This design comes from an exercise in tuning for small area, a short achievable clock period and few clock cycles per item on the open sky130 flow, not from production work. The RTL was checked by simulation tests, not by an equivalence proof against the original design. Power figures rest on the tool's default switching activity, not on a simulated workload.

== lane 1 ==
==> flow/design.v <==
module dsk_encoder (
    input  wire         clk,
    input  wire         rst,
    input  wire         in_valid,
    output wire         in_ready,
    input  wire         in_sign,       
    input  wire [1:0]   in_class,      
    input  wire [31:0]  in_exp,        
    input  wire [5:0]   in_dcnt,       
    input  wire [143:0] in_digits,     
    output reg          out_valid,
    input  wire         out_ready,
    output wire [183:0] out_key,       
    output wire [4:0]   out_klen,      
    output wire [7:0]   out_cur,       
    output wire [2:0]   out_status,    
    output wire [4:0]   out_detail     
);
    localparam integer DMAX = 36;
    localparam integer NGRP = DMAX / 3;
    localparam [2:0] PC_FIN   = 3'd0;    
    localparam [2:0] PC_BADCL = 3'd1;
    localparam [2:0] PC_NAN   = 3'd2;
    localparam [2:0] PC_INF   = 3'd3;
    localparam [2:0] PC_BADN  = 3'd4;
    localparam [2:0] PC_BADD  = 3'd5;
    localparam [2:0] PC_ZERO  = 3'd6;
    localparam [2:0] PC_LEAD  = 3'd7;
    integer i;
    wire [5:0] n = in_dcnt;
    wire [DMAX-1:0] vm = ~({DMAX{1'b1}} << n) | {{(DMAX-1){1'b0}}, 1'b1};
    reg  [3:0] dm [0:DMAX-1];     
    reg [DMAX-1:0] nz;            
    reg [DMAX-1:0] bd;            
    always @* begin
        for (i = 0; i < DMAX; i = i + 1) begin
            dm[i] = vm[i] ? in_digits[4*i +: 4] : 4'd0;
            nz[i] = |dm[i];
            bd[i] = dm[i][3] & (dm[i][2] | dm[i][1]);
        end
    end
    wire bad_dcnt  = (n == 6'd0) || (n > DMAX);
    wire bad_digit = |bd;
    wire all_zero  = ~|nz;
    wire lead_zero = ~|in_digits[3:0];
    reg [NGRP-1:0] gnz, low;
    reg [3:0]      ngroups;       
    reg            trail_zero;    
    reg            lastg;
    always @* begin
        for (i = 0; i < NGRP; i = i + 1)
            gnz[i] = nz[3*i] | nz[3*i+1] | nz[3*i+2];
        for (i = 0; i < NGRP; i = i + 1)
            low[i] = (i == NGRP - 1) ? 1'b0 : |(gnz & ~((12'd1 << (i + 1)) - 12'd1));
        ngroups    = 4'd0;
        trail_zero = 1'b0;
        for (i = 0; i < NGRP; i = i + 1) begin
            lastg = vm[3*i] & ((i == NGRP - 1) ? 1'b1 : ~vm[3*i+3]);
            if (lastg) begin
                ngroups    = ngroups | (i + 1);
                trail_zero = trail_zero | ~gnz[i];
            end
        end
    end
    reg [3:0] cd [0:DMAX-1];
    reg       comp;
    reg [3:0] lowg;
    always @* begin
        lowg = 4'd15;
        for (i = 0; i < NGRP; i = i + 1)
            if (in_sign & gnz[i] & ~low[i]) lowg = lowg & i;
        for (i = 0; i < DMAX; i = i + 1) begin
            comp  = in_sign & (gnz[i/3] | low[i/3]);
            cd[i] = {comp ? ~(dm[i][3] | dm[i][2] | dm[i][1]) : dm[i][3],
                     dm[i][2] ^ (comp & dm[i][1]), dm[i][1], dm[i][0] ^ comp};
        end
    end
    wire [5:0]  nm1    = n - 6'd1;
    wire [6:0]  adj_lo = {1'b0, in_exp[5:0]} + {1'b0, nm1};
    wire        adj_c  = adj_lo[6];
    wire [25:0] exp_h  = in_exp[31:6];
    wire [25:0] exp_h1 = exp_h + 26'd1;
    wire [25:0] adj_h  = adj_c ? exp_h1 : exp_h;
    wire [31:0] adj    = {adj_h, adj_lo[5:0]};
    localparam signed [25:0] HMAX  = 26'sd15624999;
    localparam signed [25:0] HMIN  = -26'sd15625000;
    localparam signed [25:0] HMIN1 = -26'sd15625001;
    wire adj_rz  = (adj_lo[5:0] == 6'd0);
    wire oor_hi  = ($signed(exp_h) > HMAX) | (($signed(exp_h) == HMAX) & adj_c);
    wire oor_lo0 = ($signed(exp_h) < HMIN)  | (($signed(exp_h) == HMIN)  & adj_rz);
    wire oor_lo1 = ($signed(exp_h) < HMIN1) | (($signed(exp_h) == HMIN1) & adj_rz);
    wire exp_oor = oor_hi | (adj_c ? oor_lo1 : oor_lo0);
    reg [2:0] pc;
    always @* begin
        if (in_class == 2'd3)      pc = PC_BADCL;
        else if (in_class == 2'd2) pc = PC_NAN;
        else if (in_class == 2'd1) pc = PC_INF;
        else if (bad_dcnt)         pc = PC_BADN;
        else if (bad_digit)        pc = PC_BADD;
        else if (all_zero)         pc = PC_ZERO;
        else if (lead_zero)        pc = PC_LEAD;
        else                       pc = PC_FIN;
    end
    reg         v1;
    reg [143:0] q_cd;
    reg [3:0]   q_lowg;
    reg [29:0]  q_adj;            
    reg         q_neg;
    reg         q_oor;
    reg [2:0]   q_pc;
    reg         q_tz;
    reg [3:0]   q_g;
    reg         q_sign;
    reg  free;
    wire en2 = out_ready | ~out_valid;
    wire en1 = en2 | ~v1;               
    assign in_ready = out_ready | free;
    wire ld1 = in_valid & en1;
    wire v1_n = en1 ? in_valid : v1;
    wire ov_n = en2 ? v1 : out_valid;
    always @(posedge clk) begin
        if (rst) begin
            v1        <= 1'b0;
            out_valid <= 1'b0;
            free      <= 1'b1;
        end else begin
            v1        <= v1_n;
            out_valid <= ov_n;
            free      <= ~(v1_n & ov_n);
        end
    end
    always @(posedge clk) begin
        if (ld1) begin
            for (i = 0; i < DMAX; i = i + 1)
                q_cd[4*i +: 4] <= cd[i];
            q_lowg <= lowg;
            q_adj  <= adj[29:0];
            q_neg  <= adj[31];
            q_oor  <= exp_oor;
            q_pc   <= pc;
            q_tz   <= trail_zero;
            q_g    <= ngroups;
            q_sign <= in_sign;
        end
    end
    function [1:0] fa(input x, input y, input z);
        fa = {(x & y) | (x & z) | (y & z), x ^ y ^ z};
    endfunction
    function [1:0] ha(input x, input y);
        ha = {x & y, x ^ y};
    endfunction
    function [9:0] declet(input [3:0] a, input [3:0] b, input [3:0] c, input ci);
        reg [6:0] t;
        reg [9:0] v;
        reg [1:0] r, q;
        reg       k, p;
        begin
            t[0] = b[0];
            r = ha(a[0], b[1]);           t[1] = r[0]; k = r[1];
            r = fa(a[1], b[2], k);        t[2] = r[0]; k = r[1];
            r = fa(a[0], a[2], b[3] | k); t[3] = r[0]; k = r[1];    
            r = ha(a[1] | a[3], k);       t[4] = r[0]; k = r[1];    
            r = ha(a[2], k);              t[5] = r[0]; k = r[1];
            t[6] = a[3] | k;                                       
            r = ha(c[0], ci);             v[0] = r[0]; k = r[1];
            r = fa(t[0], c[1], k);        v[1] = r[0]; k = r[1];
            r = fa(t[1], c[2], k);        v[2] = r[0]; k = r[1];
            r = fa(t[0], t[2], c[3]);     p = r[1]; q = ha(r[0], k); v[3] = q[0]; k = q[1];
            r = fa(t[1], t[3], p);        p = r[1]; q = ha(r[0], k); v[4] = q[0]; k = q[1];
            r = fa(t[2], t[4], p);        p = r[1]; q = ha(r[0], k); v[5] = q[0]; k = q[1];
            r = fa(t[3], t[5], p);        p = r[1]; q = ha(r[0], k); v[6] = q[0]; k = q[1];
            r = fa(t[4], t[6], p);        p = r[1]; q = ha(r[0], k); v[7] = q[0]; k = q[1];
            r = fa(t[5], p, k);           v[8] = r[0]; k = r[1];
            v[9] = t[6] | k;                                       
            declet = v;
        end
    endfunction
    reg [119:0] sig;              
    always @* begin
        for (i = 0; i < NGRP; i = i + 1)
            sig[119 - 10*i -: 10] = declet(q_cd[12*i +: 4], q_cd[12*i+4 +: 4], q_cd[12*i+8 +: 4],
                                           q_lowg == i);
    end
    wire        adj_neg = q_neg;
    wire [29:0] ep      = (q_adj ^ {30{adj_neg}}) + {28'd0, 1'b1, adj_neg};
    wire        tbit    = q_sign ? adj_neg : ~adj_neg;
    reg [4:0]  lz;
    reg [29:0] epx;               
    reg [29:0] above;             
    always @* begin
        lz = 5'd0;
        for (i = 29; i >= 0; i = i - 1) begin
            above[i] = (i == 29) ? 1'b0 : |(ep & ~((30'd1 << (i + 1)) - 30'd1));
            epx[i]   = ep[i] ^ ~above[i];
            if (!above[i] && ep[i]) lz = lz | (29 - i);
        end
    end
    reg [2:0] hdr;
    reg       fault, fin, spec;
    reg [2:0] det;
    always @* begin
        hdr   = 3'b000;
        fault = 1'b0;
        fin   = 1'b0;
        det   = 3'd0;
        case (q_pc)
            PC_BADCL: begin fault = 1'b1; det = 3'd0; end
            PC_NAN:   hdr = 3'b111;
            PC_INF:   hdr = {~q_sign, ~q_sign, 1'b0};
            PC_BADN:  begin fault = 1'b1; det = 3'd1; end
            PC_BADD:  begin fault = 1'b1; det = 3'd2; end
            PC_ZERO:  hdr = {~q_sign, q_sign, 1'b0};
            PC_LEAD:  begin fault = 1'b1; det = 3'd3; end
            default:
                if (q_oor) begin
                    fault = 1'b1; det = 3'd4;
                end else if (q_tz) begin
                    fault = 1'b1; det = 3'd5;
                end else begin
                    fin = 1'b1;
                    hdr = {~q_sign, 2'b00};
                end
        endcase
        spec = ~fault & ~fin;
    end
    wire [6:0] cur_h = {2'd0, ~lz} + {1'b0, q_g, 2'b00} + {3'd0, q_g};
    wire [7:1] cur_d = fin ? cur_h : {4'd0, spec, 2'd0};
    reg         r_t;
    reg [29:0]  r_ex;
    reg [119:0] r_sig;
    reg [3:0]   r_sa, r_sb;       
    reg [1:0]   r_sc;             
    reg [7:1]   r_cur;
    reg [2:0]   r_hdr;
    reg         r_fault;
    reg [2:0]   r_det;
    always @(posedge clk) begin
        if (en2) begin
            r_t     <= tbit;
            r_ex    <= epx ^ {30{~tbit}};
            r_sig   <= sig;
            r_sa    <= 4'b0001 << lz[1:0];
            r_sb    <= 4'b0001 << lz[3:2];
            r_sc    <= {fin & lz[4], fin & ~lz[4]};
            r_cur   <= cur_d;
            r_hdr   <= hdr;
            r_fault <= fault;
            r_det   <= det;
        end
    end
    wire [181:0] f0 = {{32{r_t}}, r_ex, r_sig};
    wire [181:0] f1 = ({182{r_sc[0]}} & f0) | ({182{r_sc[1]}} & (f0 << 32));
    wire [181:0] f2 = ({182{r_sb[0]}} & f1)         | ({182{r_sb[1]}} & (f1 << 8))
                    | ({182{r_sb[2]}} & (f1 << 16)) | ({182{r_sb[3]}} & (f1 << 24));
    wire [181:0] fsh = ({182{r_sa[0]}} & f2)        | ({182{r_sa[1]}} & (f2 << 2))
                    | ({182{r_sa[2]}} & (f2 << 4))  | ({182{r_sa[3]}} & (f2 << 6));
    wire [7:0]   cur = {r_cur, 1'b0};
    assign out_key    = {r_hdr, fsh[178:0], 2'b00};
    assign out_cur    = cur;
    assign out_klen   = cur[7:3] + {4'd0, |cur[2:1]};
    assign out_status = {1'b0, r_fault, 1'b0};
    assign out_detail = {r_fault, 1'b0, r_det};
endmodule
==> flow/config.mk <==
export PLATFORM = sky130hd
export DESIGN_NAME = dsk_encoder
export DESIGN_NICKNAME = dsk_encoder
export VERILOG_FILES = /design/flow/design.v
export SDC_FILE = /design/flow/constraint.sdc
export NUM_CORES = 4
export LEC_CHECK = 0
export CAP_MARGIN = 20
export CORE_MARGIN = 2
export CORE_UTILIZATION = 40
export CTS_BUF_LIST = sky130_fd_sc_hd__clkbuf_8
export CTS_CLUSTER_SIZE = 30
export PLACE_DENSITY = 0.6
export SLEW_MARGIN = 20
==> flow/constraint.sdc <==
create_clock -name core_clock -period 16.0 [get_ports {clk}]
set_input_delay 3.2000 -clock core_clock [delete_from_list [all_inputs] [get_ports {clk}]]
set_output_delay 3.2000 -clock core_clock [all_outputs]
set_load 0.01 [all_outputs]
standard.sh (not shown) runs the stock make flow with config.mk's settings and CLKGATE_MAP_FILE= SYNTH_SCRIPT=/design/flow/synth_recipe.tcl, a recipe that flattens the netlist after the stock synthesis.
==> flow/flow/run.sh <==
#!/bin/bash
# The standard layout (bash standard.sh: ORFS synthesis through finish), with
# two changes to how it is made:
#  - the ports get plain buf_1 cells as their buffers instead of the default
#    delay cell, which is large and slow; repair upsizes them where needed;
#  - timing repair is given a setup margin, so that it works on the paths
#    that set the achieved period and not only on the 16 ns clock.
# The clock, the SDC and every other setting are the design's. ORFS writes
# each tool's full log under orfs/logs; the make output goes to flow.log here.
set -euo pipefail
export BUFFER_PORTS_ARGS="-buffer_cell sky130_fd_sc_hd__buf_1"
export SETUP_SLACK_MARGIN=9.3
bash standard.sh > flow.log 2>&1
Testbench counts of lane 1, summed over its fixed seeds: cycles 16,016, items 16,000.
[inputs] lane 2 vs lane 1
-- flow/design.v --
<<< lane 1, line 114
    reg  free;
    wire en2 = out_ready | ~out_valid;
    wire en1 = en2 | ~v1;               
    assign in_ready = out_ready | free;
    wire ld1 = in_valid & en1;
    wire v1_n = en1 ? in_valid : v1;
    wire ov_n = en2 ? v1 : out_valid;
    always @(posedge clk) begin
>>> lane 2, line 114
    reg  free;
    wire en2 = out_ready | ~out_valid;
    assign in_ready = out_ready | free;
    wire ld1 = in_valid & in_ready;
    wire v1_n = in_ready ? in_valid : v1;
    wire ov_n = en2 ? v1 : out_valid;
    always @(posedge clk) begin
Results
- Die outline area ended up 1.5% lower on lane 2 than on lane 1.
- Going from lane 1 to lane 2, final estimated routing congestion in global placement grew by a little under 10%.
- Compared with lane 1, via count in lane 2 decreased slightly.
- Diff lane 2 and lane 1: fraction of met1 tracks used by global routing lower in lane 2
- Lane 2 has final worst-path cycle share below what lane 1 had.
- Global-route usage (higher): lane 2
- Looking at placed instance count, lane 2 sits below lane 1.
- Against lane 1, lane 2 comes in 0.21 points higher on adder-cell area share of the yosys netlist.
- Higher sequential logic power among lane 2 and lane 1: lane 2
- Diff lane 1 -> lane 2 | tightest slew margin relative to the limit | increase of 1.6 points
- The final area number comes out lower for lane 2 vs lane 1.
- Lane 1 → lane 2: final wirelength picked up an extra 2.8%; synthesized area lost 1.5%.
Testbench counts of lane 2, summed over its fixed seeds: cycles 16,016, items 16,000.

==> afterwards: timing with drivers on the ports <==
The results above use ideal ports. As a check the final layouts listed here were re-extracted and re-timed, cells and wires unchanged. Step 1, drivers: a clkbuf_16 drives clk and a buf_2 each remaining input, both assumed. Step 2, shift: input delay + t, output delay - t, t = (earliest + latest rising clock arrival at the registers) / 2. This alone moves slack from input paths to output paths. Slacks: ideal / step 1 / step 2; pairs: ideal / step 1.
| run | shift t [ns] | slack for setup (ns) | hold WS [ns] |
|---|---|---|---|
| lane 1 | 0.705 | 9.154 / 9.112 / 8.721 | 0.542 / 0.542 / 0.542 |
| lane 2 | 0.693 | 9.229 / 9.191 / 8.835 | 0.471 / 0.471 / 0.471 |
After both steps every run listed still meets setup and hold. For lane 1, which loses most, drivers alone change the setup slack by -0.042 ns; drivers and shift together by -0.433 ns.
